From an optimization exercise on the open Yosys and OpenROAD flow, aimed at small area, a short achievable clock period and few clock cycles; shortcuts taken in it are not production practice. The RTL was checked by simulation tests, not by an equivalence proof against the original design. Power is estimated from default activity; no workload was simulated.

[config.mk]
export PLATFORM = sky130hd
export DESIGN_NAME = raster_block
export DESIGN_NICKNAME = raster_block
export VERILOG_FILES = /design/flow/design.v
export SDC_FILE = /design/flow/constraint.sdc
export NUM_CORES = 4
export LEC_CHECK = 0
export ABC_AREA = 1
export CAP_MARGIN = 20
export CORE_MARGIN = 2
export CORE_UTILIZATION = 40
export CTS_CLUSTER_DIAMETER = 150
export CTS_CLUSTER_SIZE = 20
export PLACE_DENSITY = 0.6
export SETUP_SLACK_MARGIN = 5
export SLEW_MARGIN = 20
export TNS_END_PERCENT = 20
[constraint.sdc]
create_clock -name core_clock -period 11.0 [get_ports {clk}]
set_input_delay 2.2000 -clock core_clock [delete_from_list [all_inputs] [get_ports {clk}]]
set_output_delay 2.2000 -clock core_clock [all_outputs]
set_load 0.01 [all_outputs]
[design.v]
module raster_block (
    input  wire        clk,
    input  wire        rst,           
    input  wire        reg_valid,
    input  wire        reg_write,
    input  wire [5:0]  reg_addr,
    input  wire [31:0] reg_wdata,
    output reg  [31:0] reg_rdata,
    output wire        reg_berr,
    output wire        pix_re,
    output wire [15:0] pix_addr,
    input  wire [7:0]  pix_rdata,
    output wire        bmp_re,
    output wire        bmp_we,
    output wire [12:0] bmp_addr,
    output wire [7:0]  bmp_wdata,
    input  wire [7:0]  bmp_rdata,
    output wire        out_we,
    output wire [14:0] out_addr,
    output wire [7:0]  out_wdata,
    output wire        busy_o
);
    localparam [2:0] S_IDLE = 3'd0,
                     S_ILL  = 3'd1,    
                     S_MUL  = 3'd2,    
                     S_CHK  = 3'd3,    
                     S_RAST = 3'd4,    
                     S_ENC  = 3'd5;    
    localparam [3:0] E_NONE = 4'd0,  E_RSVD = 4'd1,  E_BADOP = 4'd2,
                     E_THRESH = 4'd3, E_WZERO = 4'd4, E_WALIGN = 4'd5,
                     E_HZERO = 4'd6, E_PIXCAP = 4'd7, E_BWZERO = 4'd8,
                     E_BWALIGN = 4'd9, E_BHZERO = 4'd10, E_BMPLEN = 4'd11,
                     E_OUTCAP = 4'd12;
    localparam [2:0] P_LIT = 3'd0, P_NUM = 3'd1, P_REG = 3'd2, P_LOOP = 3'd3,
                     P_END = 3'd4;
    reg [2:0]  st;
    reg        done, errf, ovr;
    reg [3:0]  ecode;
    reg [31:0] width, height, thresh, bmp_w, bmp_h;
    reg [14:0] out_len;
    reg [1:0]  op;         
    reg        ovf;        
    reg [13:0] t_len;      
    reg [15:0] p;          
    reg [15:0] ba;         
    reg [7:0]  acc;        
    reg        wv;         
    reg        rv;         
    reg        sub;        
    reg        ph;         
    reg        nz;         
    reg [3:0]  dg;         
    reg [2:0]  k;          
    reg [5:0]  pc;         
    wire busy = (st != S_IDLE);
    assign busy_o = busy;
    wire rast = (op == 2'd1);
    wire zpl  = (op == 2'd3);
    wire in_ill  = (st == S_ILL);
    wire in_mul  = (st == S_MUL);
    wire in_chk  = (st == S_CHK);
    wire in_rast = (st == S_RAST);
    wire in_enc  = (st == S_ENC);
    wire addr_ok = (reg_addr[1:0] == 2'b00) && (reg_addr <= 6'h30);
    assign reg_berr = reg_valid && !addr_ok;
    wire wr = reg_valid && reg_write && addr_ok;
    wire wr_cmd    = wr && (reg_addr[5:2] == 4'd0);
    wire wr_status = wr && (reg_addr[5:2] == 4'd1);
    wire wr_cfg    = wr && !busy;
    wire issue     = wr_cmd && !busy;
    wire [15:0] err16 = (ecode == E_RSVD)    ? 16'hF105 :
                        (ecode == E_BADOP)   ? 16'hF005 :
                        (ecode == E_THRESH)  ? 16'h0101 :
                        (ecode == E_WZERO)   ? 16'h0201 :
                        (ecode == E_WALIGN)  ? 16'h0301 :
                        (ecode == E_HZERO)   ? 16'h0401 :
                        (ecode == E_PIXCAP)  ? 16'h0504 :
                        (ecode == E_BWZERO)  ? 16'h1101 :
                        (ecode == E_BWALIGN) ? 16'h1203 :
                        (ecode == E_BHZERO)  ? 16'h1301 :
                        (ecode == E_BMPLEN)  ? 16'h1403 :
                        (ecode == E_OUTCAP)  ? 16'h3104 : 16'h0000;
    wire [3:0] ra = reg_addr[5:2];
    always @(*) begin
        reg_rdata = ({32{ra == 4'd3}}  & width) |
                    ({32{ra == 4'd4}}  & height) |
                    ({32{ra == 4'd6}}  & bmp_w) |
                    ({32{ra == 4'd7}}  & bmp_h) |
                    ({32{ra == 4'd8}}  & {3'd0, bmp_w[31:3]}) |
                    ({32{ra == 4'd5}}  & thresh) |
                    ({32{ra == 4'd1}}  & {28'd0, ovr, errf, done, busy}) |
                    ({32{ra == 4'd2}}  & {16'd0, err16}) |
                    ({32{ra == 4'd9}}  & {17'd0, out_len}) |
                    ({32{ra == 4'd10}} & 32'd65536) |
                    ({32{ra == 4'd11}} & 32'd8192) |
                    ({32{ra == 4'd12}} & 32'd16400);
    end
    wire [18:0] x  = rast ? width[18:0]  : bmp_w[18:0];
    wire [15:0] y  = rast ? height[15:0] : bmp_h[15:0];
    wire x_zero = rast ? (width == 32'd0)  : (bmp_w == 32'd0);
    wire y_zero = rast ? (height == 32'd0) : (bmp_h == 32'd0);
    wire x_big  = rast ? (|width[31:17])  : (|bmp_w[31:17]);
    wire y_big  = rast ? (|height[31:14]) : (|bmp_h[31:14]);
    wire [13:0] m_b = x[16:3];
    wire [13:0] m_h = y[13:0];
    wire        m_big = x_big || y_big;
    wire [15:0] m_sum = {1'b0, t_len, 1'b0} + (m_h[~dg] ? {2'b0, m_b} : 16'd0);
    wire [13:0] e_b = x[16:3];
    wire zpl_long = (t_len >= 14'd8179) ||
                    (t_len == 14'd8178 && e_b >= 14'd2) ||
                    (t_len == 14'd8177 && e_b >= 14'd13) ||
                    (t_len == 14'd8176 && e_b >= 14'd125) ||
                    (t_len == 14'd8175 && e_b >= 14'd1250);
    wire [3:0] chk_code =
        rast ? ((|thresh[31:8])      ? E_THRESH  :
                x_zero               ? E_WZERO   :
                (|x[2:0])            ? E_WALIGN  :
                y_zero               ? E_HZERO   :
                (ovf || m_big)       ? E_PIXCAP  : E_NONE)
             : (x_zero               ? E_BWZERO  :
                (|x[2:0])            ? E_BWALIGN :
                y_zero               ? E_BHZERO  :
                (ovf || m_big)       ? E_BMPLEN  :
                (zpl && zpl_long)    ? E_OUTCAP  : E_NONE);
    wire chk_fail = in_chk && (chk_code != E_NONE);
    wire chk_ok   = in_chk && (chk_code == E_NONE);
    localparam [21*11-1:0] PROG_ESC = {
        11'h400, 11'h000, 11'h056, 11'h01d, 11'h00a, 11'h00a, 11'h00a, 11'h300,
        11'h203, 11'h202, 11'h201, 11'h200, 11'h000, 11'h030, 11'h076, 11'h01d,
        11'h001, 11'h061, 11'h01b, 11'h040, 11'h01b};
    localparam [40*11-1:0] PROG_ZPL = {
        11'h400, 11'h05a, 11'h058, 11'h05e, 11'h00a, 11'h300, 11'h02c, 11'h102,
        11'h02c, 11'h101, 11'h02c, 11'h101, 11'h02c, 11'h041, 11'h046, 11'h047,
        11'h05e, 11'h00a, 11'h030, 11'h02c, 11'h030, 11'h04f, 11'h046, 11'h05e,
        11'h00a, 11'h030, 11'h02c, 11'h030, 11'h048, 11'h04c, 11'h05e, 11'h00a,
        11'h100, 11'h057, 11'h050, 11'h05e, 11'h00a, 11'h041, 11'h058, 11'h05e};
    wire [10:0] pe_esc = (pc < 6'd21) ? PROG_ESC[pc * 11 +: 11] : {P_END, 8'd0};
    wire [10:0] pe_zpl = (pc < 6'd40) ? PROG_ZPL[pc * 11 +: 11] : {P_END, 8'd0};
    wire [10:0] pe = zpl ? pe_zpl : pe_esc;
    wire [7:0]  p_byte = pe[7:0];
    wire t_lit  = in_enc && (pe[10:8] == P_LIT);
    wire t_num  = in_enc && (pe[10:8] == P_NUM);
    wire t_reg  = in_enc && (pe[10:8] == P_REG);
    wire t_loop = in_enc && (pe[10:8] == P_LOOP);
    wire t_end  = in_enc && (pe[10:8] == P_END);
    wire [7:0] reg_byte = (p_byte[1:0] == 2'd0) ? x[10:3]  :
                          (p_byte[1:0] == 2'd1) ? x[18:11] :
                          (p_byte[1:0] == 2'd2) ? y[7:0]   : y[15:8];
    wire [15:0] num_val = (p_byte[1:0] == 2'd0) ? x[15:0] :
                          (p_byte[1:0] == 2'd1) ? {2'd0, t_len} : {3'd0, x[15:3]};
    wire [15:0] pow10 = (k == 3'd0) ? 16'd1 :
                        (k == 3'd1) ? 16'd10 :
                        (k == 3'd2) ? 16'd100 :
                        (k == 3'd3) ? 16'd1000 : 16'd10000;
    wire [16:0] ba_add = {1'b0, ba} + {1'b0, t_num ? ~pow10 : 16'd0} + 17'd1;
    wire        ba_ge  = ba_add[16];
    wire        ba_last = (ba_add[15:0] == {2'd0, t_len});
    wire [16:0] p_inc  = {1'b0, p} + 17'd1;
    wire num_load = t_num && !sub;
    wire num_sub  = t_num && sub && ba_ge;
    wire num_emit = t_num && sub && !ba_ge;
    wire num_put  = num_emit && (dg != 4'd0 || nz || k == 3'd0);   
    wire num_end  = num_emit && (k == 3'd0);
    wire r_read    = in_rast;
    wire l_read    = t_loop && !sub;
    wire l_adv     = l_read && (!zpl || ph);
    wire l_last    = l_adv && ba_last;
    wire l_drain   = t_loop && sub;
    wire r_byte    = in_rast && rv && (p[2:0] == 3'd0);
    wire r_done    = in_rast && wv && ba_last;
    function [7:0] hex_char(input [3:0] n);
        hex_char = (n < 4'd10) ? {4'h3, n} : (8'h37 + {4'd0, n});
    endfunction
    assign pix_re    = r_read;
    assign pix_addr  = p;
    assign bmp_re    = l_read;
    assign bmp_we    = wv && rast;
    assign bmp_addr  = ba[12:0];
    assign bmp_wdata = acc;
    assign out_we    = wv && !rast;
    assign out_addr  = p[14:0];
    assign out_wdata = acc;
    wire [31:0] wd_r = reg_wdata & {32{!rst}};
    wire we_w  = wr_cfg && (reg_addr[5:2] == 4'd3);
    wire we_h  = wr_cfg && (reg_addr[5:2] == 4'd4);
    wire we_t  = wr_cfg && (reg_addr[5:2] == 4'd5);
    wire we_bw = wr_cfg && (reg_addr[5:2] == 4'd6);
    wire we_bh = wr_cfg && (reg_addr[5:2] == 4'd7);
    wire cp    = r_done && !rst;
    always @(posedge clk) begin
        if (rst || we_t) thresh <= wd_r;
        if (rst || we_w) width  <= wd_r;
        if (rst || we_h) height <= wd_r;
        if (rst || we_bw || cp) bmp_w <= cp ? width  : wd_r;
        if (rst || we_bh || cp) bmp_h <= cp ? height : wd_r;
    end
    wire fin_ok   = r_done || t_end;
    always @(posedge clk)
        if (rst || t_end || (chk_fail && !rast))
            out_len <= p_inc[14:0] & {15{t_end && !rst}};
    wire fin_fail = in_ill || chk_fail;
    always @(posedge clk) begin
        if (rst) begin
            st      <= S_IDLE;
            done    <= 1'b0;
            errf    <= 1'b0;
            ovr     <= 1'b0;
            ecode   <= E_NONE;
        end else begin
            if (wr_status) begin
                if (reg_wdata[1]) done <= 1'b0;
                if (reg_wdata[2]) errf <= 1'b0;
                if (reg_wdata[3]) ovr  <= 1'b0;
            end
            if (wr_cmd && busy) ovr <= 1'b1;
            if (issue) begin
                done  <= 1'b0;
                errf  <= 1'b0;
                ecode <= E_NONE;
            end
            if (fin_ok)   done <= 1'b1;
            if (fin_fail) errf <= 1'b1;
            if (in_ill)   ecode <= op[0] ? E_RSVD : E_BADOP;
            if (chk_fail) ecode <= chk_code;
            if (issue)
                st <= (reg_wdata[31:2] == 30'd0 && reg_wdata[1:0] != 2'd0) ? S_MUL : S_ILL;
            else if (fin_ok || fin_fail)
                st <= S_IDLE;
            else if (in_mul && dg == 4'd15)
                st <= S_CHK;
            else if (chk_ok)
                st <= rast ? S_RAST : S_ENC;
        end
    end
    always @(posedge clk) begin
        if (rst) begin
            wv <= 1'b0;
            rv <= 1'b0;
        end else begin
            rv <= r_read || l_read;
            wv <= r_byte || (in_enc && rv) || t_lit || t_reg || num_put;
        end
    end
    always @(posedge clk) begin
        if (issue)
            op <= (reg_wdata[31:2] == 30'd0 && reg_wdata[1:0] != 2'd0) ?
                  reg_wdata[1:0] : {1'b0, reg_wdata[31:8] != 24'd0};
        if (issue)       t_len <= 14'd0;
        else if (in_mul) t_len <= m_sum[13:0];
        if (issue)                             ovf <= 1'b0;
        else if (in_mul && m_sum > 16'd8192)   ovf <= 1'b1;
        if (issue)                         dg <= 4'd2;
        else if (num_load || num_emit)     dg <= 4'd0;
        else if (in_mul || num_sub)        dg <= dg + 4'd1;
        if (num_load)      k <= (p_byte[1:0] == 2'd0) ? 3'd4 : 3'd3;
        else if (num_emit) k <= k - 3'd1;
        if (num_load)     nz <= 1'b0;
        else if (num_put) nz <= 1'b1;
        if (in_chk)                     p <= 16'd0;
        else if (r_read || (in_enc && wv)) p <= p_inc[15:0];
        if (in_chk)                     ba <= 16'd0;
        else if (num_load)              ba <= num_val;
        else if (num_sub || l_adv || (in_rast && wv)) ba <= ba_add[15:0];
        if (in_chk) pc <= 6'd0;
        else if (t_lit || t_reg || num_end || l_drain) pc <= pc + 6'd1;
        if (in_chk)                         sub <= 1'b0;
        else if (num_load || l_last)        sub <= 1'b1;
        else if (num_end || l_drain)        sub <= 1'b0;
        if (in_chk)                 ph <= 1'b0;
        else if (l_read && zpl)     ph <= !ph;
        if (in_rast && rv)
            acc <= {acc[6:0], pix_rdata < thresh[7:0]};
        else if (in_enc && rv)
            acc <= zpl ? hex_char(ph ? bmp_rdata[7:4] : bmp_rdata[3:0]) : bmp_rdata;
        else if (t_lit)
            acc <= p_byte;
        else if (t_reg)
            acc <= reg_byte;
        else if (num_emit)
            acc <= {4'h3, dg};
    end
endmodule
[flow/run.sh]
#!/bin/bash
# Layout: the standard ORFS flow (standard.sh, with the standard
# synthesis unchanged), except that the port buffers which placement puts on
# every input and output are sky130_fd_sc_hd__buf_1 cells instead of the
# resizer's default pick (a delay cell, clkdlybuf4s50_1); timing repair still
# resizes them where a path needs it. Each ORFS step writes its full log
# under orfs/logs/; make's own output goes to make.log here.
set -euo pipefail
bash standard.sh "BUFFER_PORTS_ARGS=-buffer_cell sky130_fd_sc_hd__buf_1" finish > make.log 2>&1
[standard.sh]
#!/bin/bash
# synth_recipe.tcl (not shown) runs the flow's synth.tcl, then flattens the netlist and writes it again
# the make line also repeats each setting of config.mk as NAME=value (left out here)
make -C /OpenROAD-flow-scripts/flow DESIGN_CONFIG=/design/flow/config.mk WORK_HOME=/design/flow/orfs CLKGATE_MAP_FILE= SYNTH_SCRIPT=/design/flow/synth_recipe.tcl "${@:-finish}"
==> results of run 1 <==
[area by class of cell]
| class | instances | area, sq um |
|---|---|---|
| multi-input combinational | 1467 | 8430 |
| tap | 546 | 683 |
| clock buffer | 27 | 442 |
| inverter | 376 | 1450 |
| clock inverter | 1 | 16.3 |
| sequential | 260 | 7090 |
| timing repair buffer | 214 | 1170 |
| fill | 4346 | 23500 |
| timing repair inverter | 2 | 13.8 |
[registers in the layout, indices dropped and copies added (netlist names), 2 cells and up]
name / cells
acc: 8
ba: 16
bmp_h: 32
bmp_w: 32
dg: 4
ecode: 4
height: 32
k: 3
op: 2
out_len: 15
p: 16
pc: 6
st: 3
t_len: 14
thresh: 32
width: 32
[layer usage]
| metal | vias to the layer above | track usage, % |
|---|---|---|
| met4 | 0 | 14.0 |
| met1 | 7972 | 36.4 |
| met2 | 826 | 47.7 |
| met5 | - | 0 |
| li1 | 7877 | - |
| met3 | 174 | 3.77 |
[critical path: cells and delay by family]
family / cells / cell delay [ns]
AO/OA/AOI/OAI: 3 / 0.57
buffers and inverters: 7 / 0.91
AND/OR/NAND/NOR: 2 / 0.10
[through the flow]
step | worst slack, ns | instances | hold WS (ns)
floorplan | 5.11 | 2227 | 0.436
global placement | 3.66 | 2825 | 0.448
detailed placement | 3.58 | 2825 | 0.456
CTS | 4.92 | 2880 | 0.471
global route | 4.95 | 2893 | 0.501
finish | 5.00 | 2893 | 0.475
[repair_timing]
item / CTS / global route
setup buffers: 23 / 13
pin swaps: 8 / 9
setup endpoints to repair: 162 / 158
gates cloned: 4 / 0
gates resized for setup: 68 / 61
[worst min-delay path by stage]
stage               startpoint         endpoint  cells after the start
2_1_floorplan  nz$_SDFFE_PP0P_  nz$_SDFFE_PP0P_                      2
3_5_place_dp   nz$_SDFFE_PP0P_  nz$_SDFFE_PP0P_                      2
4_1_cts        nz$_SDFFE_PP0P_  nz$_SDFFE_PP0P_                      2
6_report       nz$_SDFFE_PP0P_  nz$_SDFFE_PP0P_                      2
5_1_grt        nz$_SDFFE_PP0P_  nz$_SDFFE_PP0P_                      2
3_3_place_gp   nz$_SDFFE_PP0P_  nz$_SDFFE_PP0P_                      2
[cell usage in the layout, fill, tap and decap left out, drive strengths merged, types with 8 or more instances in the layout]
cell type,n
o22ai,39
o211ai,32
nand3,102
xor2,27
edfxtp,188
nor3,32
clkbuf,30
dfxtp,72
nand2,405
inv,368
a221oi,33
a21oi,108
a31oi,17
o221ai,24
a211oi,8
o31ai,61
nand4,52
ha,48
o21ai,159
nor2,227
nor4,29
buf,211
o2111ai,14
[power groups by stage]
stage / combinational (W) / clock (W) / sequential, W
after floorplan: 0.000227 / 0 / 0.00116
after global placement: 0.000336 / 0 / 0.00118
after detailed placement: 0.000340 / 0 / 0.00118
after CTS: 0.000355 / 0.000651 / 0.00116
after global routing: 0.000405 / 0.000677 / 0.00117
final: 0.000369 / 0.000640 / 0.00116
[cell families after synthesis]
kind of cell             synth area share [%]
AND/OR/NAND/NOR                          21.5
AO/OA/AOI/OAI                            19.6
buffers and inverters                    12.2
flip-flops                               41.1
adder cells (fa/ha/maj)                  3.71
XOR/XNOR                                 1.86
multiplexers                           0.0580
==> flow_summary.toml, run 1 <==
[run_status]
status = "timing/DRC/antenna clean"

[yosys]
synth_commonest_cells = "nand2_1 (401), inv_1 (358), nor2_1 (221)"
synth_ff_type = "edfxtp_1"
ys_seq_elements = 260
synth.area.top_cells = "edfxtp_1 (33%), nand2_1 (8.7%), dfxtp_1 (8.4%)"
ys_warn_count = 1
async_flop_share_pct = 0
synth.cell_area_sq_um = 17300
synth-seq-area-share_pct = 41.1
synth.distinct_cells = 61
synth_edf_count = 188
synth_area_per_cell_sq_um = 7.75
yosysMostFrequentCell = "nand2_1"
synth_nets = 2335
syn-instance-count = 2227
yosysTopAreaCell = "edfxtp_1"
synth_top_area_share_pct = 32.7

[pwr]
vdd_drop_max_mv = 0.105
power_leakage_nw = 8.00
total_power_w = 0.00217
combPwrFrac_pct = 17.0
power.share.clock_pct = 29.5
net-switching-power_w = 0.000665
intPower_w = 0.00151
swShare_pct = 30.6
p_seq_share_pct = 53.5
pwr_density_cell_nw_per_um2 = 113

[detailed_routing]
wl_per_cell_um = 22.5
drtIter0Drc = 1939
top_layer = "met4"
ant_nets = 0
routed-wl-met2_um = 30600
finalWirelength_um = 65100
wl_met1_um = 26100
drc = 0
vias = 16800
via_per_inst = 5.82
drt_pass1_iterations = 6
wl_met3_um = 4780

[sta]
fin_crit_ns = 6.00
worst_pin_slew_ns = 1.05
hold_viol = 0
finalSetupTns_ns = 0
maxSlewViolCount = 0
fmax_mhz = 167
fin_skew_ns = 0.0270
max_slew_margin_pct = 29.8
setup_viol_count_final = 0
rsz0062_at_grt = "true"
period_share_pct = 54.5

[clock_network]
ctsRootBufferMaster = "clkbuf_16"
cts_tree = "done"
clk_pin_slew_worst_paths_ns = 0.10
ctsHoldBuffers = 0
clock_latency_ns = 0.54
cts_buffer_depth = 3
htreeDepth = 1
cts_sinks = 260
numCtsBuffers = 16

[floorplanning]
initial_utilization_pct = 40.3
core-area_sq_um = 42800
die_y_um = 212
fp.dieW_um = 212
num_rows = 76
dieArea_sq_um = 44800
io_pins = 156

[worst_setup_path]
crit_path_end_kind = "output pin"
cp-start-kind = "primary input"
crit_arrival_ns = 3.80
reg2regPathDepth = 27
path_cells = "buf_4, inv_1, nor2_1, inv_2, nor2_4, buf_12, clkinvlp_4, buf_12, o22ai_1, a221oi_2, o2111ai_2, buf_2"
crit_start = "reg_addr[3]"
crit_slowest_cell = "a221oi_2"
worstSetupPathType = "in2out"
r2r_slack_ns = 5.43
reg2reg_to = "ovf$_SDFFE_PP0P_"
cp_slowest_stage_delay_ns = 0.26
cp_max_fo = 12
crit_required_ns = 8.80
r2r-start = "op[1]$_SDFFCE_PN0P_"
crit_end = "reg_rdata[11]"
path_common_cell = "buf_12"

[placement]
place_area_sq_um = 18100
routabilityCongestion = 0.963
portBuffers = 155
post-dp-hpwl_um = 47900

[cells_and_area]
fin_area_sq_um = 19300
diodes = 0
fin_util_pct = 45.1
nets = 2445
area_growth_pct = 11.8
drive_gt1_share_pct = 9.25

[flow_run]
maxCapViolCount = 0

[grt]
grt_pass1_wl_um = 97000
antenna_found_initial = 0
grt_overflow = 0
grt_max_degree = 65
grtUsageTotal_pct = 28.5
first_global_vias = 16000

[hold_path]
min_path_type = "reg2reg"
Testbench counts, summed over its fixed seeds: cycles 1,107,324.
==> inputs of run 2 (changes only) <==
--- a/config.mk
+++ b/config.mk
@@ -16,2 +16 @@
 export SLEW_MARGIN = 20
-export TNS_END_PERCENT = 20
==> flow_summary.toml, run 2 <==
[clock_network]
cts_buffer_depth = 3
clk_pin_slew_worst_paths_ns = 0.10
cts_sinks = 260
ctsRootBufferMaster = "clkbuf_16"
numCtsBuffers = 16
htreeDepth = 1
ctsHoldBuffers = 0
cts_tree = "done"
clock_latency_ns = 0.53

[sta]
hold_viol = 0
finalSetupTns_ns = 0
setup_viol_count_final = 0
maxSlewViolCount = 0
fin_crit_ns = 5.97
rsz0062_at_grt = "true"
max_slew_margin_pct = 29.8
worst_pin_slew_ns = 1.05
fmax_mhz = 168
period_share_pct = 54.2
fin_skew_ns = 0.0294

[yosys]
async_flop_share_pct = 0
synth_top_area_share_pct = 32.7
ys_seq_elements = 260
ys_warn_count = 1
synth_area_per_cell_sq_um = 7.75
synth.area.top_cells = "edfxtp_1 (33%), nand2_1 (8.7%), dfxtp_1 (8.4%)"
syn-instance-count = 2227
synth-seq-area-share_pct = 41.1
synth_ff_type = "edfxtp_1"
synth_commonest_cells = "nand2_1 (401), inv_1 (358), nor2_1 (221)"
synth_edf_count = 188
synth.distinct_cells = 61
synth.cell_area_sq_um = 17300
yosysTopAreaCell = "edfxtp_1"
yosysMostFrequentCell = "nand2_1"
synth_nets = 2335

[worst_setup_path]
cp-start-kind = "primary input"
cp_slowest_stage_delay_ns = 0.24
crit_path_end_kind = "output pin"
crit_required_ns = 8.80
worstSetupPathType = "in2out"
cp_max_fo = 5
path_common_cell = "nor2_4"
crit_buf_inv = 7
path_cells = "buf_8, clkinv_4, nor2_4, inv_4, nor2_4, buf_6, clkinvlp_4, buf_12, o22ai_4, a221oi_2, o2111ai_1, a21oi_1, o21ai_2, buf_2"
crit_slowest_cell = "a221oi_2"
crit_arrival_ns = 3.77
crit_family = "compound AO/OA/AOI/OAI gates"

[floorplanning]
fp.dieW_um = 212
dieArea_sq_um = 44800
core-area_sq_um = 42800
initial_utilization_pct = 40.3
die_y_um = 212
io_pins = 156
num_rows = 76

[cells_and_area]
final_common_cell = "nand2_1"
diodes = 0
nets = 2452
final_cell_mix = "nand2_1 (398), inv_1 (348), nor2_1 (208)"
area_growth_pct = 12.4
fin_util_pct = 45.3
drive_gt1_share_pct = 9.90

[pwr]
vdd_drop_max_mv = 0.105
swShare_pct = 30.7
power.share.clock_pct = 29.5
intPower_w = 0.00151
combPwrFrac_pct = 17.1
net-switching-power_w = 0.000668
power_leakage_nw = 8.07
p_seq_share_pct = 53.4
pwr_density_cell_nw_per_um2 = 112

[hold_path]
min_path_type = "reg2reg"

[placement]
post-dp-hpwl_um = 47900
portBuffers = 155
routabilityCongestion = 0.963

[grt]
grtUsageTotal_pct = 28.5
first_global_vias = 16000
grt_pass1_wl_um = 97000
grt_overflow = 0
grt_max_degree = 65
antenna_found_initial = 0

[run_status]
status = "timing/DRC/antenna clean"

[flow_run]
maxCapViolCount = 0

[detailed_routing]
wl_per_cell_um = 22.5
ant_nets = 0
vias = 16900
drt_pass1_iterations = 6
via_per_inst = 5.84
finalWirelength_um = 65300
drc = 0
drtIter0Drc = 1869
## run 2: cell counts after synthesis
Identical to the previous run, type by type.
## run 2: tightest hold or removal path, cell delays in order (launching register included)
cell and delay (ns):
dfxtp_1 0.31, inv_1 0.06, a21oi_1 0.06
## run 2: logic make-up (layout without fill, tap and decap cells)
| kind of cell | Yosys count | in the layout | synth area share [%] |
|---|---|---|---|
| simple gates | 859 | 860 | 21.5 |
| buf+inv | 501 | 627 | 12.2 |
| mux | 1 | 1 | 0.0580 |
| compound gates | 521 | 521 | 19.6 |
| flops | 260 | 260 | 41.1 |
| fa+ha+maj | 50 | 50 | 3.71 |
| xor+xnor | 35 | 35 | 1.86 |
## run 2: layer usage
layer | up-vias | global-route usage (%) | share of wire [%]
met5 | - | 0 | 0
met4 | 0 | 14.0 | 5.5
met3 | 183 | 3.77 | 7.5
met2 | 844 | 47.7 | 47
met1 | 8029 | 36.4 | 40
li1 | 7885 | - | -
## run 2: area by class of cell
| type | count | area [sq um] |
|---|---|---|
| fillers | 4331 | 23400 |
| repair buffers | 221 | 1250 |
| multi-input cells | 1467 | 8460 |
| inverters | 376 | 1450 |
| clock inverters | 1 | 16.3 |
| flip-flops and latches | 260 | 7090 |
| well taps | 546 | 683 |
| clock buffers | 27 | 442 |
| repair inverters | 2 | 13.8 |
## run 2: power groups by stage
stage / logic [W] / registers [W] / clock network, W
3_3_place_gp: 0.000336 / 0.00118 / 0
5_1_grt: 0.000409 / 0.00117 / 0.000677
2_1_floorplan: 0.000227 / 0.00116 / 0
3_5_place_dp: 0.000340 / 0.00118 / 0
6_report: 0.000372 / 0.00116 / 0.000643
4_1_cts: 0.000355 / 0.00116 / 0.000651
## run 2: final timing paths
check	startpoint	endpoint	slack, ns	cells after the start
max	reg_addr[4]	reg_rdata[13]	5.03	14
min	nz$_SDFFE_PP0P_	nz$_SDFFE_PP0P_	0.48	2
max reg2reg	op[1]$_SDFFCE_PN0P_	ovf$_SDFFE_PP0P_	5.38	27
min reg2reg	nz$_SDFFE_PP0P_	nz$_SDFFE_PP0P_	0.48	2
## run 2: stage by stage
step | hold WS (ns) | instance area (sq um) | worst slack (ns) | cells | total power, W
2_1_floorplan | 0.436 | 17300 | 5.11 | 2227 | 0.00139
3_3_place_gp | 0.448 | 18100 | 3.66 | 2825 | 0.00152
3_5_place_dp | 0.456 | 18100 | 3.58 | 2825 | 0.00152
4_1_cts | 0.471 | 19000 | 4.92 | 2880 | 0.00217
5_1_grt | 0.501 | 19400 | 4.95 | 2900 | 0.00225
6_report | 0.475 | 19400 | 5.03 | 2900 | 0.00218
## run 2: timing repair
action                                  in CTS  in global routing
pin swaps                                    8                 11
cloned                                       4                  1
buffers inserted                            23                 19
endpoints found under the setup margin     162                158
resized for setup                           70                 76
==> inputs of run 3 (changes only) <==
--- a/config.mk
+++ b/config.mk
@@ -10,7 +10,8 @@
 export CORE_MARGIN = 2
-export CORE_UTILIZATION = 40
+export CORE_UTILIZATION = 50
 export CTS_CLUSTER_DIAMETER = 150
 export CTS_CLUSTER_SIZE = 20
-export PLACE_DENSITY = 0.6
+export PLACE_DENSITY = 0.7
 export SETUP_SLACK_MARGIN = 5
 export SLEW_MARGIN = 20
+export TNS_END_PERCENT = 20
==> flow_summary.toml, run 3 <==
[run_status]
status = "timing/DRC/antenna clean"

[floorplanning]
initial_utilization_pct = 50.3
core-area_sq_um = 34300
io_pins = 156
die_y_um = 190
dieArea_sq_um = 36000
fp.dieW_um = 190
num_rows = 68

[placement]
routabilityCongestion = 1.02
place_area_sq_um = 17900
portBuffers = 155
pre_cts_slack_ns = 3.78
post-dp-hpwl_um = 44400

[yosys]
yosysTopAreaCell = "edfxtp_1"
synth-seq-area-share_pct = 41.1
synth_edf_count = 188
yosysMostFrequentCell = "nand2_1"
synth.area.top_cells = "edfxtp_1 (33%), nand2_1 (8.7%), dfxtp_1 (8.4%)"
synth_area_per_cell_sq_um = 7.75
synth.distinct_cells = 61
synth_top_area_share_pct = 32.7
synth_ff_type = "edfxtp_1"
synth.cell_area_sq_um = 17300
synth_nets = 2335
ys_seq_elements = 260
ys_warn_count = 1
synth_commonest_cells = "nand2_1 (401), inv_1 (358), nor2_1 (221)"
syn-instance-count = 2227
async_flop_share_pct = 0

[sta]
worst_pin_slew_ns = 1.10
fmax_mhz = 165
finalWorstSetupSlack_ns = 4.96
finalSetupTns_ns = 0
fin_skew_ns = 0.0249
hold_viol = 0
max_slew_margin_pct = 25.9
rsz0062_at_grt = "true"
maxSlewViolCount = 0
period_share_pct = 54.9
setup_viol_count_final = 0
fin_crit_ns = 6.04

[detailed_routing]
ant_nets = 0
via_per_inst = 6.11
wl_per_cell_um = 21.6
drt_pass1_iterations = 6
finalWirelength_um = 60600
drtIter0Drc = 2101
drc = 0
vias = 17100

[worst_setup_path]
cp_max_fo = 11
worstSetupPathType = "in2out"
cp-start-kind = "primary input"
crit_required_ns = 8.80
path_cells = "clkbuf_2, inv_1, nor2_1, inv_2, nor2_4, buf_12, clkinvlp_4, buf_4, o221ai_2, a221oi_2, o2111ai_1, buf_2"
crit_arrival_ns = 3.84
cp_slowest_stage_delay_ns = 0.22
crit_slowest_cell = "a221oi_2"
crit_path_end_kind = "output pin"

[clock_network]
clk_pin_slew_worst_paths_ns = 0.10
cts_tree = "done"
htreeDepth = 1
cts_buffer_depth = 3
numCtsBuffers = 16
ctsRootBufferMaster = "clkbuf_16"
clock_latency_ns = 0.53
cts_sinks = 260

[pwr]
power.share.clock_pct = 29.6
vdd_drop_max_mv = 0.125
swShare_pct = 29.7
power_leakage_nw = 7.92
intPower_w = 0.00151
p_seq_share_pct = 53.9
combPwrFrac_pct = 16.5
net-switching-power_w = 0.000641
pwr_density_cell_nw_per_um2 = 113

[grt]
first_global_vias = 15900
grtUsageTotal_pct = 32.5
antenna_found_initial = 0
grt_pass1_wl_um = 90900
grt_max_degree = 72
grt_overflow = 0

[cells_and_area]
nets = 2445
drive_gt1_share_pct = 8.14
diodes = 0
area_growth_pct = 10.2
final_common_cell = "nand2_1"
final_cell_mix = "nand2_1 (400), inv_1 (348), nor2_1 (208)"
fin_area_sq_um = 19000

[hold_path]
min_path_type = "reg2reg"

[flow_run]
maxCapViolCount = 0
## run 3: cell counts after synthesis
No cell type changed its count.
## run 3: through the flow
step	utilization, %	std cells	total power [W]	hold slack (ns)
6_report	55.5	2802	0.00215	0.484
3_5_place_dp	52.3	2734	0.00151	0.464
2_1_floorplan	-	2227	0.00139	0.436
3_3_place_gp	52.3	2733	0.00150	0.461
5_1_grt	55.5	2802	0.00223	0.500
4_1_cts	54.7	2786	0.00214	0.477
## run 3: critical path, delay by kind of cell
family          cells  cell delay (ns)
compound gates      3             0.54
buf+inv             7             0.96
simple gates        2             0.11
## run 3: logic make-up (layout without fill, tap and decap cells)
family | count (synthesis) | after routing | synth area share, %
AOI/OAI and AO/OA | 521 | 521 | 19.6
xor gates and xnor gates | 35 | 35 | 1.86
adders and majority gates | 50 | 50 | 3.71
buffers and inverters | 501 | 621 | 12.2
DFF | 260 | 260 | 41.1
muxes | 1 | 1 | 0.0580
and+or+nand+nor | 859 | 859 | 21.5
## run 3: area by class of cell
cell class              instances  area, sq um
inverters                     376         1450
multi-input cells            1466         8290
flip-flops and latches        260         7090
clock buffers                  28          467
well taps                     455          569
repair buffers                214         1130
fillers                      3240        15300
repair inverters                3         22.5
## run 3: routing by layer
layer / global-route usage [%] / part of all wire, % / vias up / wire length [um]
li1: - / - / 7867 / -
met1: 41.9 / 39 / 7979 / 23700
met2: 52.2 / 45 / 1042 / 27300
met3: 6.25 / 9.7 / 242 / 5900
met4: 17.0 / 6.1 / 0 / 3700
met5: 0 / 0 / - / 0
## run 3: power by group through the flow
stage	combinational (W)	clock [W]	sequential (W)
6_report	0.000356	0.000638	0.00116
5_1_grt	0.000388	0.000676	0.00117
4_1_cts	0.000341	0.000641	0.00116
3_5_place_dp	0.000331	0	0.00118
3_3_place_gp	0.000324	0	0.00118
2_1_floorplan	0.000227	0	0.00116
## run 3: worst paths after layout
| check | start | endpoint | slack, ns | cells past startpoint |
|---|---|---|---|---|
| setup / recovery | reg_addr[3] | reg_rdata[8] | 4.96 | 12 |
| hold / removal | nz$_SDFFE_PP0P_ | nz$_SDFFE_PP0P_ | 0.48 | 2 |
| setup reg to reg | pc[1]$_SDFFE_PP0P_ | bmp_h[19]$_DFFE_PP_ | 5.37 | 26 |
| hold reg to reg | nz$_SDFFE_PP0P_ | nz$_SDFFE_PP0P_ | 0.48 | 2 |
## run 3: what timing repair did
action	in CTS	in global routing
gates resized for setup	47	39
gates cloned	4	1
buffers inserted	20	15
hold buffers	0	0
setup endpoints to repair	167	165
pin swaps	3	6
==> inputs of run 4 (changes only) <==
==> flow/run.sh (replaced) <==
#!/bin/bash
# Layout: the standard ORFS flow (standard.sh, with the standard
# synthesis unchanged), except that the port buffers which placement puts on
# every input and output are sky130_fd_sc_hd__buf_2 cells instead of the
# resizer's default pick (a delay cell, clkdlybuf4s50_1); timing repair still
# resizes them where a path needs it. Each ORFS step writes its full log
# under orfs/logs/; make's own output goes to make.log here.
set -euo pipefail
bash standard.sh "BUFFER_PORTS_ARGS=-buffer_cell sky130_fd_sc_hd__buf_2" finish > make.log 2>&1
==> flow_summary.toml, run 4 <==
[cells_and_area]
fin_cells = 2789
fillers = 3199
nets = 2432
ff_latch_area_sq_um = 7090
final_common_cell = "nand2_1"
drive_gt1_share_pct = 13.5
diodes = 0
area_growth_pct = 10.8
final_cell_mix = "nand2_1 (399), inv_1 (351), nor2_1 (210)"
fin_area_sq_um = 19100
fin_util_pct = 55.8
multi_input_area_sq_um = 8270

[detailed_routing]
vias = 17000
ant_nets = 0
finalWirelength_um = 59600
via_per_inst = 6.08
drt_pass1_iterations = 7
wl_per_cell_um = 21.4
drc = 0
drtIter0Drc = 2323

[pwr]
vdd_drop_max_mv = 0.147
combPwrFrac_pct = 16.6
power.share.clock_pct = 29.7
net-switching-power_w = 0.000645
power_leakage_nw = 8.35
pwr_density_cell_nw_per_um2 = 113
total_power_w = 0.00216
swShare_pct = 29.8
p_seq_share_pct = 53.6
intPower_w = 0.00152

[worst_setup_path]
crit_arrival_ns = 3.81
r2r-start = "pc[1]$_SDFFE_PP0P_"
cp-start-kind = "primary input"
crit_buf_inv = 4
worstSetupPathType = "in2out"
cp_slowest_stage_delay_ns = 0.40
reg2regPathDepth = 25
r2r_slack_ns = 5.41
cp_max_fo = 29
path_cells = "buf_2, nand2_1, nor2_2, buf_4, inv_1, o221ai_1, a31oi_1, nand2_1, buf_2"
crit_family = "buffers and inverters"
crit_path_end_kind = "output pin"
crit_slowest_cell = "buf_4"
reg2reg_to = "bmp_h[22]$_DFFE_PP_"
crit_required_ns = 8.80

[hold_path]
min_from = "nz$_SDFFE_PP0P_"
hold_end = "nz$_SDFFE_PP0P_"
whs_path_depth = 2
min_path_type = "reg2reg"

[yosys]
syn-instance-count = 2227
synth_area_per_cell_sq_um = 7.75
yosysTopAreaCell = "edfxtp_1"
synth_nets = 2335
synth-seq-area-share_pct = 41.1
ys_warn_count = 1
synth_top_area_share_pct = 32.7
yosysMostFrequentCell = "nand2_1"
synth_commonest_cells = "nand2_1 (401), inv_1 (358), nor2_1 (221)"
synth_ff_type = "edfxtp_1"
synth.area.top_cells = "edfxtp_1 (33%), nand2_1 (8.7%), dfxtp_1 (8.4%)"
synth.cell_area_sq_um = 17300
synth.distinct_cells = 61
async_flop_share_pct = 0
ys_seq_elements = 260
synth_edf_count = 188

[placement]
place_area_sq_um = 18100
post-dp-hpwl_um = 44200
numPlacedInstances = 2734
routabilityCongestion = 1.00
portBuffers = 155

[clock_network]
clock_latency_ns = 0.53
cts_buffer_depth = 3
ctsRootBufferMaster = "clkbuf_16"
htreeDepth = 1
numCtsBuffers = 16
clk_pin_slew_worst_paths_ns = 0.10
cts_sinks = 260
cts_tree = "done"

[sta]
period_share_pct = 54.7
finalSetupTns_ns = 0
fin_skew_ns = 0.0241
worst_pin_slew_ns = 1.06
rsz0062_at_grt = "true"
max_slew_margin_pct = 28.4
setup_viol_count_final = 0
hold_viol = 0
fmax_mhz = 166
fin_crit_ns = 6.01
maxSlewViolCount = 0

[floorplanning]
fp.dieW_um = 190
num_rows = 68
io_pins = 156
die_y_um = 190
core-area_sq_um = 34300
initial_utilization_pct = 50.3
dieArea_sq_um = 36000

[grt]
antenna_found_initial = 0
first_global_vias = 15600
grtUsageTotal_pct = 32.1
grt_max_degree = 65
grt_pass1_wl_um = 89400
grt_overflow = 0

[run_status]
status = "timing/DRC/antenna clean"

[flow_run]
maxCapViolCount = 0
run 4: cell counts after synthesis:
Identical to the previous run, type by type.
run 4: worst max-delay path by stage:
stage / start / end / slack (ns) / cells after the start
final: reg_addr[3] / reg_rdata[10] / 4.99 / 9
after global routing: reg_addr[3] / reg_rdata[12] / 4.91 / 9
after floorplan: reg_addr[2] / height[0]$_DFFE_PP_ / 5.11 / 7
after detailed placement: reg_addr[2] / reg_rdata[23] / 3.78 / 9
after CTS: reg_addr[2] / reg_rdata[13] / 4.96 / 13
after global placement: reg_addr[2] / reg_rdata[13] / 3.88 / 9
run 4: cell type report:
cell class	count	area share, %
multi-input combinational	1466	43.2
timing repair buffer	202	6.65
tap	455	2.98
sequential	260	37.1
timing repair inverter	2	0.0785
inverter	376	7.54
clock buffer	28	2.44
run 4: timing repair:
item | in CTS | in global routing
endpoints found under the setup margin | 145 | 148
pin swaps | 3 | 6
hold buffers | 0 | 0
setup buffers | 13 | 9
cloned | 3 | 1
resized for setup | 40 | 23
run 4: cells by family after synthesis:
| group | after synthesis | share of synthesized area, % |
|---|---|---|
| flops | 260 | 41.1 |
| compound gates | 521 | 19.6 |
| xor+xnor | 35 | 1.86 |
| simple gates | 859 | 21.5 |
| fa+ha+maj | 50 | 3.71 |
| mux | 1 | 0.0580 |
| buf+inv | 501 | 12.2 |
run 4: layer usage:
metal  up-vias  routed length (um)  GRT usage, %
met3       167                6010          5.07
met2      1042               27400          52.7
met4         0                2830          13.5
met5         -                   0             0
li1       7830                   -             -
met1      7914               23400          42.2
run 4: worst register-to-register path, delay by kind of cell, from the launching register on:
kind | cells | cell delay, ns
XOR/XNOR | 2 | 0.37
buffers and inverters | 6 | 1.27
AND/OR/NAND/NOR | 10 | 1.51
adder cells (fa/ha/maj) | 3 | 0.87
AO/OA/AOI/OAI | 4 | 0.67
flip-flops | 1 | 0.50
run 4: power by group through the flow:
stage               Combinational [W]  Clock [W]  Sequential [W]
finish                       0.000360   0.000644         0.00116
global route                 0.000391   0.000678         0.00117
CTS                          0.000345   0.000646         0.00116
detailed placement           0.000337          0         0.00118
global placement             0.000330          0         0.00118
floorplan                    0.000227          0         0.00116
run 4: per-stage QoR:
stage	hold slack (ns)	setup slack (ns)
CTS	0.483	4.96
floorplan	0.436	5.11
global placement	0.461	3.88
detailed placement	0.469	3.78
global route	0.498	4.91
finish	0.488	4.99
==> inputs of run 5 (changes only) <==
==> flow/run.sh (replaced) <==
#!/bin/bash
set -euo pipefail
bash standard.sh "BUFFER_PORTS_ARGS=-buffer_cell sky130_fd_sc_hd__buf_1" \
    "SETUP_SLACK_MARGIN=5.3" finish > make.log 2>&1
--- a/config.mk
+++ b/config.mk
@@ -10,6 +10,6 @@
 export CORE_MARGIN = 2
-export CORE_UTILIZATION = 50
+export CORE_UTILIZATION = 40
 export CTS_CLUSTER_DIAMETER = 150
 export CTS_CLUSTER_SIZE = 20
-export PLACE_DENSITY = 0.7
+export PLACE_DENSITY = 0.6
 export SETUP_SLACK_MARGIN = 5
==> flow_summary.toml, run 5 <==
[run_status]
status = "timing/DRC/antenna clean"

[cells_and_area]
nets = 2468
drive_gt1_share_pct = 12.2
final_common_cell = "nand2_1"
final_cell_mix = "nand2_1 (398), inv_1 (345), nor2_1 (207)"
diodes = 0
area_growth_pct = 15.0
fillers = 4269
ff_latch_area_sq_um = 7090
fin_area_sq_um = 19900
multi_input_area_sq_um = 8650

[worst_setup_path]
crit_path_end_kind = "output pin"
crit_arrival_ns = 3.78
cp_max_fo = 10
worstSetupPathType = "in2out"
cp-start-kind = "primary input"
crit_required_ns = 8.80

[grt]
grtUsageTotal_pct = 29.1
grt_max_degree = 72
grt_overflow = 0
grt_pass1_wl_um = 99200
antenna_found_initial = 1
first_global_vias = 16300

[clock_network]
clk_pin_slew_worst_paths_ns = 0.10
cts_sinks = 260
ctsRootBufferMaster = "clkbuf_16"
cts_buffer_depth = 3
ctsHoldBuffers = 0
htreeDepth = 1
clock_latency_ns = 0.53
cts_tree = "done"
numCtsBuffers = 16

[yosys]
ys_warn_count = 1
synth_ff_type = "edfxtp_1"
async_flop_share_pct = 0
ys_seq_elements = 260
syn-instance-count = 2227
synth.cell_area_sq_um = 17300
synth_nets = 2335
yosysTopAreaCell = "edfxtp_1"
synth-seq-area-share_pct = 41.1
synth_top_area_share_pct = 32.7
synth_commonest_cells = "nand2_1 (401), inv_1 (358), nor2_1 (221)"
synth.area.top_cells = "edfxtp_1 (33%), nand2_1 (8.7%), dfxtp_1 (8.4%)"
synth_area_per_cell_sq_um = 7.75
synth.distinct_cells = 61
yosysMostFrequentCell = "nand2_1"
synth_edf_count = 188

[hold_path]
min_path_type = "reg2reg"

[pwr]
pwr_density_cell_nw_per_um2 = 110
vdd_drop_max_mv = 0.128
power_leakage_nw = 8.28
total_power_w = 0.00219

[floorplanning]
die_y_um = 212
io_pins = 156
core-area_sq_um = 42800
fp.dieW_um = 212
initial_utilization_pct = 40.3
num_rows = 76
dieArea_sq_um = 44800

[sta]
period_share_pct = 54.3
finalSetupTns_ns = 0
fmax_mhz = 167
maxSlewViolCount = 0
rsz0062_at_grt = "true"
finalWorstSetupSlack_ns = 5.02
hold_viol = 0
setup_viol_count_final = 0
max_slew_margin_pct = 31.1
fin_skew_ns = 0.0170
fin_crit_ns = 5.98
worst_pin_slew_ns = 1.02

[detailed_routing]
ant_nets = 0
wl_per_cell_um = 23.0
finalWirelength_um = 67000
drt_pass1_iterations = 6
drc = 0
drtIter0Drc = 2023
vias = 17200
via_per_inst = 5.89

[flow_run]
maxCapViolCount = 0

[placement]
portBuffers = 155
pre_cts_slack_ns = 3.69
routabilityCongestion = 0.978
post-dp-hpwl_um = 48300
place_area_sq_um = 18100
[run 5: repair_timing]
action | CTS | global route
gates resized for setup | 167 | 28
gates cloned | 7 | 1
endpoints found under the setup margin | 174 | 165
pin swaps | 24 | 9
buffers inserted | 39 | 14
[run 5: final cells by class]
type	instances	share of cell area, %
clock buffer	27	2.22
clock inverter	1	0.0819
inverter	376	7.35
multi-input combinational	1467	43.6
sequential	260	35.7
tap	546	3.44
timing repair buffer	236	7.49
timing repair inverter	3	0.126
[run 5: layer usage]
layer  track usage, %  part of all wire [%]
met1             37.0                    39
met3             4.01                   8.1
met4             13.9                   5.7
met2             49.0                    47
met5                0                 0.019
[run 5: path summary, 6_finish.rpt]
kind / start / to / slack, ns / cells after the start
setup reg to reg: op[0]$_DFFE_PP_ / ovf$_SDFFE_PP0P_ / 5.56 / 25
hold reg to reg: nz$_SDFFE_PP0P_ / nz$_SDFFE_PP0P_ / 0.48 / 2
hold / removal: nz$_SDFFE_PP0P_ / nz$_SDFFE_PP0P_ / 0.48 / 2
setup / recovery: reg_addr[4] / reg_rdata[6] / 5.02 / 12
[run 5: worst max-delay path, stage by stage]
cell and delay, ns:
buf_8 0.10, inv_4 0.05, nor2_4 0.03, inv_4 0.08, buf_4 0.12, nor2_4 0.04
buf_4 0.13, buf_12 0.12, buf_6 0.17, a221oi_4 0.31, o2111ai_2 0.22, buf_2 0.19
[run 5: logic make-up (layout without fill, tap and decap cells)]
kind of cell	count (synthesis)	count (layout)	share of synthesized area, %
compound gates	521	521	19.6
xor+xnor	35	35	1.86
fa+ha+maj	50	50	3.71
buf+inv	501	643	12.2
flops	260	260	41.1
mux	1	1	0.0580
simple gates	859	860	21.5
[run 5: through the flow]
| stage | cells | util, % | hold WS (ns) |
|---|---|---|---|
| after floorplan | 2227 | - | 0.436 |
| after global placement | 2827 | 42.3 | 0.448 |
| after detailed placement | 2827 | 42.3 | 0.460 |
| after CTS | 2901 | 45.8 | 0.476 |
| after global routing | 2916 | 46.4 | 0.509 |
| final | 2916 | 46.4 | 0.478 |
[run 5: power breakdown]
group	switching, W	internal, W
clock	0.000362	0.000280
combinational	0.000263	0.000124
sequential	0.0000508	0.00111

[afterwards: timing with drivers on the ports]
The flow's constraints put no driver on any port. The routed layouts listed below were extracted and timed again, unchanged, in two steps.
Step 1 (the two cells are an assumption about what drives the block):
set clk [get_ports {clk}]
set_driving_cell -lib_cell sky130_fd_sc_hd__clkbuf_16 $clk
set_driving_cell -lib_cell sky130_fd_sc_hd__buf_2 [delete_from_list [all_inputs] $clk]
Step 2 times the ports against the registers' clock, not the clock port: input delays grow and output delays shrink by t, the midpoint of the rising clock arrivals with the driver on.
Slacks: ideal ports / drivers / drivers and shift; pairs: ideal ports / drivers.
| run | shift t [ns] | setup slack, ns | worst hold slack (ns) |
|---|---|---|---|
| run 1 | 0.577 | 5.005 / 4.941 / 4.941 | 0.475 / 0.475 / 0.475 |
| run 2 | 0.574 | 5.033 / 4.983 / 4.983 | 0.475 / 0.475 / 0.475 |
| run 3 | 0.570 | 4.956 / 4.927 / 4.927 | 0.484 / 0.484 / 0.484 |
| run 4 | 0.572 | 4.986 / 4.956 / 4.956 | 0.488 / 0.488 / 0.488 |
| run 5 | 0.579 | 5.022 / 4.971 / 4.971 | 0.478 / 0.478 / 0.478 |
After both steps every run listed still meets setup and hold. The setup slack of run 1, which loses most, moves by -0.064 ns with the drivers and by -0.064 ns with both steps.
